What follows belongs to an exercise in optimizing a design on an open flow for small area; a production flow would make more cautious choices.
Only simulation tests tie the RTL to the original design; equivalence was not proved.
No driver is modelled on the clock port, so clock power and skew are understated where the tree is cut down; a real chip needs a root buffer or a tree.
Power is estimated from default activity; no workload was simulated.

==> flow/design.v <==
module spibone_sync (
    input  wire clk,
    input  wire rst,
    input  wire raw_clk,
    input  wire raw_csn,
    input  wire raw_din,
    output wire csn,
    output wire din1,
    output wire rise,
    output wire fall,
    output wire rise_next
);
    reg clk_s1, clk_s2, clk_prev;
    reg csn_s1, csn_s2;
    reg din_s1;
    always @(posedge clk) begin
        if (rst) begin
            clk_s1 <= 1'b0;
            csn_s1 <= 1'b1;
            csn_s2 <= 1'b1;
        end else begin
            clk_s1 <= raw_clk;
            csn_s1 <= raw_csn;
            csn_s2 <= csn_s1;
        end
        clk_s2   <= clk_s1;
        clk_prev <= clk_s2;
        din_s1   <= raw_din;
    end
    assign csn       = csn_s2;
    assign din1      = din_s1;
    assign rise      = clk_s2 & ~clk_prev;
    assign fall      = ~clk_s2 & clk_prev;
    assign rise_next = clk_s1 & ~clk_s2;
endmodule
module spibone_core (
    input  wire        clk,
    input  wire        rst,
    input  wire        sclk,
    input  wire        cs_n,
    input  wire        mosi,
    output wire        miso,
    output wire        miso_oe,
    output wire        bus_cyc,
    output wire        bus_stb,
    output wire        bus_we,
    output wire [29:0] bus_adr,
    output wire [31:0] bus_dat_w,
    output wire [3:0]  bus_sel,
    input  wire        bus_ack,
    input  wire        bus_err,
    input  wire [31:0] bus_dat_r
);
    localparam [2:0] S_HDR  = 3'd0,
                     S_ADDR = 3'd1,
                     S_VAL  = 3'd2,
                     S_BUS  = 3'd3,
                     S_WAIT = 3'd4,
                     S_RESP = 3'd5,
                     S_DATA = 3'd6,
                     S_END  = 3'd7;
    wire s_csn, din1, rise, fall, rise_next;
    spibone_sync u_sync (
        .clk       (clk),
        .rst       (rst),
        .raw_clk   (sclk),
        .raw_csn   (cs_n),
        .raw_din   (mosi),
        .csn       (s_csn),
        .din1      (din1),
        .rise      (rise),
        .fall      (fall),
        .rise_next (rise_next)
    );
    reg [2:0]  state;
    reg [4:0]  cnt;
    reg        is_write;
    reg        dout;
    reg [29:0] address;
    reg [31:0] value;
    wire clear    = rst | s_csn;
    wire waiting  = (state == S_BUS) | (state == S_WAIT);
    wire cnt_end  = (cnt == 5'd7);             
    wire byte_end = (cnt[2:0] == 3'd0);
    wire bus_done = bus_ack | bus_err;
    wire adr_shift = rise_next & (clear | (state == S_HDR) |
                                  ((state == S_ADDR) & (cnt[4:1] != 4'b0011)));
    wire val_load  = (state == S_BUS) & ~is_write & bus_done;
    wire send      = fall & ((state == S_DATA) |
                             ((state == S_RESP) & ~is_write & byte_end));
    wire val_shift = (rise_next & (state == S_VAL)) | send;
    always @(posedge clk) begin
        if (adr_shift)
            address <= {address[28:0], din1};
        if (val_load)
            value <= bus_dat_r;
        else if (val_shift)
            value <= {value[30:0], din1};
    end
    wire hdr_ok = (address[7:1] == 7'd0);
    always @(posedge clk) begin
        if (clear) begin
            state <= S_HDR;
            cnt   <= 5'd0;
            dout  <= 1'b1;
        end else begin
            if (waiting) begin
                if (rise)
                    cnt[2:0] <= cnt[2:0] + 3'd1;
                if (fall)
                    cnt[4] <= 1'b1;
            end else if (rise)
                cnt <= cnt + 5'd1;
            if (send)
                dout <= value[31];
            case (state)
                S_HDR: if (rise && cnt_end) begin
                    is_write <= ~address[0];
                    state    <= hdr_ok ? S_ADDR : S_END;
                end
                S_ADDR: if (rise && cnt_end)
                    state <= is_write ? S_VAL : S_BUS;
                S_VAL: if (rise && cnt_end)
                    state <= S_BUS;
                S_BUS: if (bus_done)
                    state <= S_WAIT;
                S_WAIT: if (fall && byte_end) begin
                    dout  <= 1'b0;
                    state <= S_RESP;
                end
                S_RESP: if (fall) begin
                    if (byte_end)
                        state <= is_write ? S_END : S_DATA;
                    else
                        dout <= ~is_write & (cnt[2:0] == 3'd7);
                end
                S_DATA: if (fall && cnt == 5'd0)
                    state <= S_END;
                default: ;
            endcase
        end
    end
    assign bus_cyc   = (state == S_BUS);
    assign bus_stb   = bus_cyc;
    assign bus_we    = bus_cyc & is_write;
    assign bus_adr   = address;
    assign bus_dat_w = value;
    assign bus_sel   = 4'hF;
    assign miso_oe   = (waiting & cnt[4]) | (state == S_RESP) | (state == S_DATA);
    assign miso      = dout;
endmodule
export LEC_CHECK = 0
export CAP_MARGIN = 20
export CORE_MARGIN = 2
export CORE_UTILIZATION = 70
export PLACE_DENSITY = 0.8
export SLEW_MARGIN = 20
create_clock -name core_clock -period 5.0 [get_ports {clk}]
standard.sh (not shown) runs the stock make flow with config.mk's settings and CLKGATE_MAP_FILE= SYNTH_SCRIPT=/design/flow/synth_recipe.tcl, a recipe that flattens the netlist after the stock synthesis.
==> flow/flow/run.sh <==
#!/bin/bash
set -euo pipefail
export BUFFER_PORTS_ARGS="-buffer_cell sky130_fd_sc_hd__buf_1"
export DOWNSIZE=${DOWNSIZE:-1}
RES=orfs/results/${FLOW_PLATFORM}/spibone_core/base
bash standard.sh synth floorplan place > flow_place.log 2>&1
NCLK=${NCLK:-4} CLKBUF=${CLKBUF:-sky130_fd_sc_hd__clkbuf_8} ROOTBUF=${ROOTBUF:-sky130_fd_sc_hd__clkbuf_4} RES_DIR=$RES openroad -no_init -exit flow/cts.tcl > flow_cts.log 2>&1
cp $RES/4_1_cts.odb $RES/4_cts.odb
bash standard.sh finish > flow_finish.log 2>&1
Other scripts of this flow, unchanged in this note and not shown: flow/flow/cts.tcl
Change:
--- a/flow/design.v
+++ b/flow/design.v
@@ -7,9 +7,10 @@
     output wire csn,
     output wire din1,
     output wire rise,
     output wire fall,
-    output wire rise_next
+    output wire rise_next,
+    output wire level
 );
     reg clk_s1, clk_s2, clk_prev;
     reg csn_s1, csn_s2;
     reg din_s1;
@@ -31,8 +32,9 @@
     assign din1      = din_s1;
     assign rise      = clk_s2 & ~clk_prev;
     assign fall      = ~clk_s2 & clk_prev;
     assign rise_next = clk_s1 & ~clk_s2;
+    assign level     = clk_prev;
 endmodule
 module spibone_core (
     input  wire        clk,
     input  wire        rst,
@@ -58,9 +60,9 @@
                      S_WAIT = 3'd4,
                      S_RESP = 3'd5,
                      S_DATA = 3'd6,
                      S_END  = 3'd7;
-    wire s_csn, din1, rise, fall, rise_next;
+    wire s_csn, din1, rise, fall, rise_next, clk_level;
     spibone_sync u_sync (
         .clk       (clk),
         .rst       (rst),
         .raw_clk   (sclk),
@@ -69,14 +71,14 @@
         .csn       (s_csn),
         .din1      (din1),
         .rise      (rise),
         .fall      (fall),
-        .rise_next (rise_next)
+        .rise_next (rise_next),
+        .level     (clk_level)
     );
     reg [2:0]  state;
     reg [4:0]  cnt;
     reg        is_write;
-    reg        dout;
     reg [29:0] address;
     reg [31:0] value;
     wire clear    = rst | s_csn;
     wire waiting  = (state == S_BUS) | (state == S_WAIT);
@@ -84,11 +86,10 @@
     wire byte_end = (cnt[2:0] == 3'd0);
     wire bus_done = bus_ack | bus_err;
     wire adr_shift = rise_next & (clear | (state == S_HDR) |
                                   ((state == S_ADDR) & (cnt[4:1] != 4'b0011)));
-    wire val_load  = (state == S_BUS) & ~is_write & bus_done;
-    wire send      = fall & ((state == S_DATA) |
-                             ((state == S_RESP) & ~is_write & byte_end));
+    wire val_load  = (state == S_BUS) & ~is_write;
+    wire send      = fall & (state == S_DATA);
     wire val_shift = (rise_next & (state == S_VAL)) | send;
     always @(posedge clk) begin
         if (adr_shift)
             address <= {address[28:0], din1};
@@ -101,19 +102,16 @@
     always @(posedge clk) begin
         if (clear) begin
             state <= S_HDR;
             cnt   <= 5'd0;
-            dout  <= 1'b1;
         end else begin
             if (waiting) begin
                 if (rise)
                     cnt[2:0] <= cnt[2:0] + 3'd1;
                 if (fall)
                     cnt[4] <= 1'b1;
             end else if (rise)
                 cnt <= cnt + 5'd1;
-            if (send)
-                dout <= value[31];
             case (state)
                 S_HDR: if (rise && cnt_end) begin
                     is_write <= ~address[0];
                     state    <= hdr_ok ? S_ADDR : S_END;
@@ -123,18 +121,12 @@
                 S_VAL: if (rise && cnt_end)
                     state <= S_BUS;
                 S_BUS: if (bus_done)
                     state <= S_WAIT;
-                S_WAIT: if (fall && byte_end) begin
-                    dout  <= 1'b0;
+                S_WAIT: if (fall && byte_end)
                     state <= S_RESP;
-                end
-                S_RESP: if (fall) begin
-                    if (byte_end)
-                        state <= is_write ? S_END : S_DATA;
-                    else
-                        dout <= ~is_write & (cnt[2:0] == 3'd7);
-                end
+                S_RESP: if (fall && byte_end)
+                    state <= is_write ? S_END : S_DATA;
                 S_DATA: if (fall && cnt == 5'd0)
                     state <= S_END;
                 default: ;
             endcase
@@ -146,6 +138,10 @@
     assign bus_adr   = address;
     assign bus_dat_w = value;
     assign bus_sel   = 4'hF;
     assign miso_oe   = (waiting & cnt[4]) | (state == S_RESP) | (state == S_DATA);
-    assign miso      = dout;
+    wire last_edge_rise = clk_level;
+    assign miso      = waiting |
+                       ((state == S_RESP) & ~is_write &
+                        (last_edge_rise ? (cnt[2:0] == 3'd0) : (cnt[2:0] == 3'd7))) |
+                       ((state == S_DATA) & value[31]);
 endmodule
After rerunning: Total power is lower by 0.59%; combinational power rose by about 2%; via count came out lower by 3.8%; synthesized cell count went down by 2.9%; cell area decreases by 2.5%; global-route usage increases by 0.56 points; sequential power falls by about 1%; worst setup slack gets worse by 0.18 ns; critical path depth rises by 1.
No run of this note takes its clock network from TritonCTS; it comes from the design's own scripts or RTL.

========
== the reference run ==
// spibone_core: RTL as listed in full above, without the edits since
export LEC_CHECK = 0
export CAP_MARGIN = 20
export CORE_MARGIN = 2
export CORE_UTILIZATION = 70
export PLACE_DENSITY = 0.8
export SLEW_MARGIN = 20
create_clock -name core_clock -period 5.0 [get_ports {clk}]
==> flow/flow/run.sh <==
#!/bin/bash
set -euo pipefail
export BUFFER_PORTS_ARGS="-buffer_cell sky130_fd_sc_hd__buf_1"
export RECOVER_POWER=${RECOVER_POWER:-100}
RES=orfs/results/${FLOW_PLATFORM}/spibone_core/base
bash standard.sh synth floorplan place > flow_place.log 2>&1
NCLK=${NCLK:-4} CLKBUF=${CLKBUF:-sky130_fd_sc_hd__clkbuf_8} ROOTBUF=${ROOTBUF:-sky130_fd_sc_hd__clkbuf_4} RES_DIR=$RES openroad -no_init -exit flow/cts.tcl > flow_cts.log 2>&1
cp $RES/4_1_cts.odb $RES/4_cts.odb
bash standard.sh finish > flow_finish.log 2>&1
Other scripts of this flow, unchanged in this note and not shown: flow/flow/cts.tcl
The reference run ran in full, but the layout does not pass; the checks complain about capacitance limit, slew limit.
Here is what was changed in the inputs of the trial run compared with the reference run.
==> flow/design.v <==
module spibone_sync (
    input  wire clk,
    input  wire rst,
    input  wire raw_clk,
    input  wire raw_csn,
    input  wire raw_din,
    output wire csn,
    output wire din1,
    output wire rise,
    output wire fall,
    output wire rise_next,
    output wire level
);
    reg clk_s1, clk_s2, clk_prev;
    reg csn_s1, csn_s2;
    reg din_s1;
    always @(posedge clk) begin
        if (rst) begin
            clk_s1 <= 1'b0;
            csn_s1 <= 1'b1;
            csn_s2 <= 1'b1;
        end else begin
            clk_s1 <= raw_clk;
            csn_s1 <= raw_csn;
            csn_s2 <= csn_s1;
        end
        clk_s2   <= clk_s1;
        clk_prev <= clk_s2;
        din_s1   <= raw_din;
    end
    assign csn       = csn_s2;
    assign din1      = din_s1;
    assign rise      = clk_s2 & ~clk_prev;
    assign fall      = ~clk_s2 & clk_prev;
    assign rise_next = clk_s1 & ~clk_s2;
    assign level     = clk_prev;
endmodule
module spibone_core (
    input  wire        clk,
    input  wire        rst,
    input  wire        sclk,
    input  wire        cs_n,
    input  wire        mosi,
    output wire        miso,
    output wire        miso_oe,
    output wire        bus_cyc,
    output wire        bus_stb,
    output wire        bus_we,
    output wire [29:0] bus_adr,
    output wire [31:0] bus_dat_w,
    output wire [3:0]  bus_sel,
    input  wire        bus_ack,
    input  wire        bus_err,
    input  wire [31:0] bus_dat_r
);
    localparam [2:0] S_HDR  = 3'd0,
                     S_ADDR = 3'd1,
                     S_VAL  = 3'd2,
                     S_BUS  = 3'd3,
                     S_WAIT = 3'd4,
                     S_RESP = 3'd5,
                     S_DATA = 3'd6,
                     S_END  = 3'd7;
    wire s_csn, din1, rise, fall, rise_next, clk_level;
    spibone_sync u_sync (
        .clk       (clk),
        .rst       (rst),
        .raw_clk   (sclk),
        .raw_csn   (cs_n),
        .raw_din   (mosi),
        .csn       (s_csn),
        .din1      (din1),
        .rise      (rise),
        .fall      (fall),
        .rise_next (rise_next),
        .level     (clk_level)
    );
    reg [2:0]  state;
    reg [4:0]  cnt;
    reg        is_write;
    reg [29:0] address;
    reg [31:0] value;
    wire clear    = rst | s_csn;
    wire waiting  = (state == S_BUS) | (state == S_WAIT);
    wire cnt_end  = (cnt == 5'd7);             
    wire byte_end = (cnt[2:0] == 3'd0);
    wire bus_done = bus_ack | bus_err;
    wire adr_shift = rise_next & (clear | (state == S_HDR) |
                                  ((state == S_ADDR) & (cnt[4:1] != 4'b0011)));
    wire val_load  = (state == S_BUS) & ~is_write;
    wire send      = fall & (state == S_DATA);
    wire val_shift = (rise_next & (state == S_VAL)) | send;
    always @(posedge clk) begin
        if (adr_shift)
            address <= {address[28:0], din1};
        if (val_load)
            value <= bus_dat_r;
        else if (val_shift)
            value <= {value[30:0], din1};
    end
    wire hdr_ok = (address[7:1] == 7'd0);
    always @(posedge clk) begin
        if (clear) begin
            state <= S_HDR;
            cnt   <= 5'd0;
        end else begin
            if (waiting) begin
                if (rise)
                    cnt[2:0] <= cnt[2:0] + 3'd1;
                if (fall)
                    cnt[4] <= 1'b1;
            end else if (rise)
                cnt <= cnt + 5'd1;
            case (state)
                S_HDR: if (rise && cnt_end) begin
                    is_write <= ~address[0];
                    state    <= hdr_ok ? S_ADDR : S_END;
                end
                S_ADDR: if (rise && cnt_end)
                    state <= is_write ? S_VAL : S_BUS;
                S_VAL: if (rise && cnt_end)
                    state <= S_BUS;
                S_BUS: if (bus_done)
                    state <= S_WAIT;
                S_WAIT: if (fall && byte_end)
                    state <= S_RESP;
                S_RESP: if (fall && byte_end)
                    state <= is_write ? S_END : S_DATA;
                S_DATA: if (fall && cnt == 5'd0)
                    state <= S_END;
                default: ;
            endcase
        end
    end
    assign bus_cyc   = (state == S_BUS);
    assign bus_stb   = bus_cyc;
    assign bus_we    = bus_cyc & is_write;
    assign bus_adr   = address;
    assign bus_dat_w = value;
    assign bus_sel   = 4'hF;
    assign miso_oe   = (waiting & cnt[4]) | (state == S_RESP) | (state == S_DATA);
    wire last_edge_rise = clk_level;
    assign miso      = waiting |
                       ((state == S_RESP) & ~is_write &
                        (last_edge_rise ? (cnt[2:0] == 3'd0) : (cnt[2:0] == 3'd7))) |
                       ((state == S_DATA) & value[31]);
endmodule
Taking the trial run over the reference run, the routed metal-1 wire length ratio works out to 1.05. The trial run had finished all stages when the layout checks came back failing, citing capacitance limit, slew limit. Share of total power consumed by net switching in the trial run is 0.34 points higher than in the reference run. Die area in the trial run is 1.4% above the reference run. Comparing the reference run and the trial run, the lower critical path depth is on the trial run. From the reference run to the trial run the numbers moved as follows: met3 wire length fell by 3.8%; worst ir drop on vdd fell by 22%; instance area after placement rose by 28 µm²; global-route usage rose by 0.67 points. Of the trial run and the reference run, it is the trial run that has the lower leakage power figure.
In every run of this note, the design's own scripts or RTL, not TritonCTS, make the clock network.

[re-timing with driven ports]
The flow's constraints put no driver on any port. The routed layouts listed below were extracted and timed again, unchanged, in two steps. Step 1: set_driving_cell puts a clkbuf_16 on clk and a buf_2 on each other input, an assumption about the parent block. Step 2, shift: input delay + t, output delay - t, t = (earliest + latest rising clock arrival at the registers) / 2. This alone moves slack from input paths to output paths. Slacks: no drivers / after step 1 / after step 2; pairs: no drivers / after step 1.
run	t (ns)	slack for setup (ns)	worst slew at a driven data input, ns
the first run of note 1	0.220	2.548 / 2.491 / 2.528	0.04
the second run of note 1	0.216	2.367 / 2.364 / 2.182	0.04
the reference run	0.219	1.665 / 1.665 / 1.573	0.04
the trial run	0.216	1.617 / 1.617 / 1.611	0.04
For the second run of note 1, which loses most, drivers alone change the setup slack by -0.003 ns; drivers and shift together by -0.185 ns.
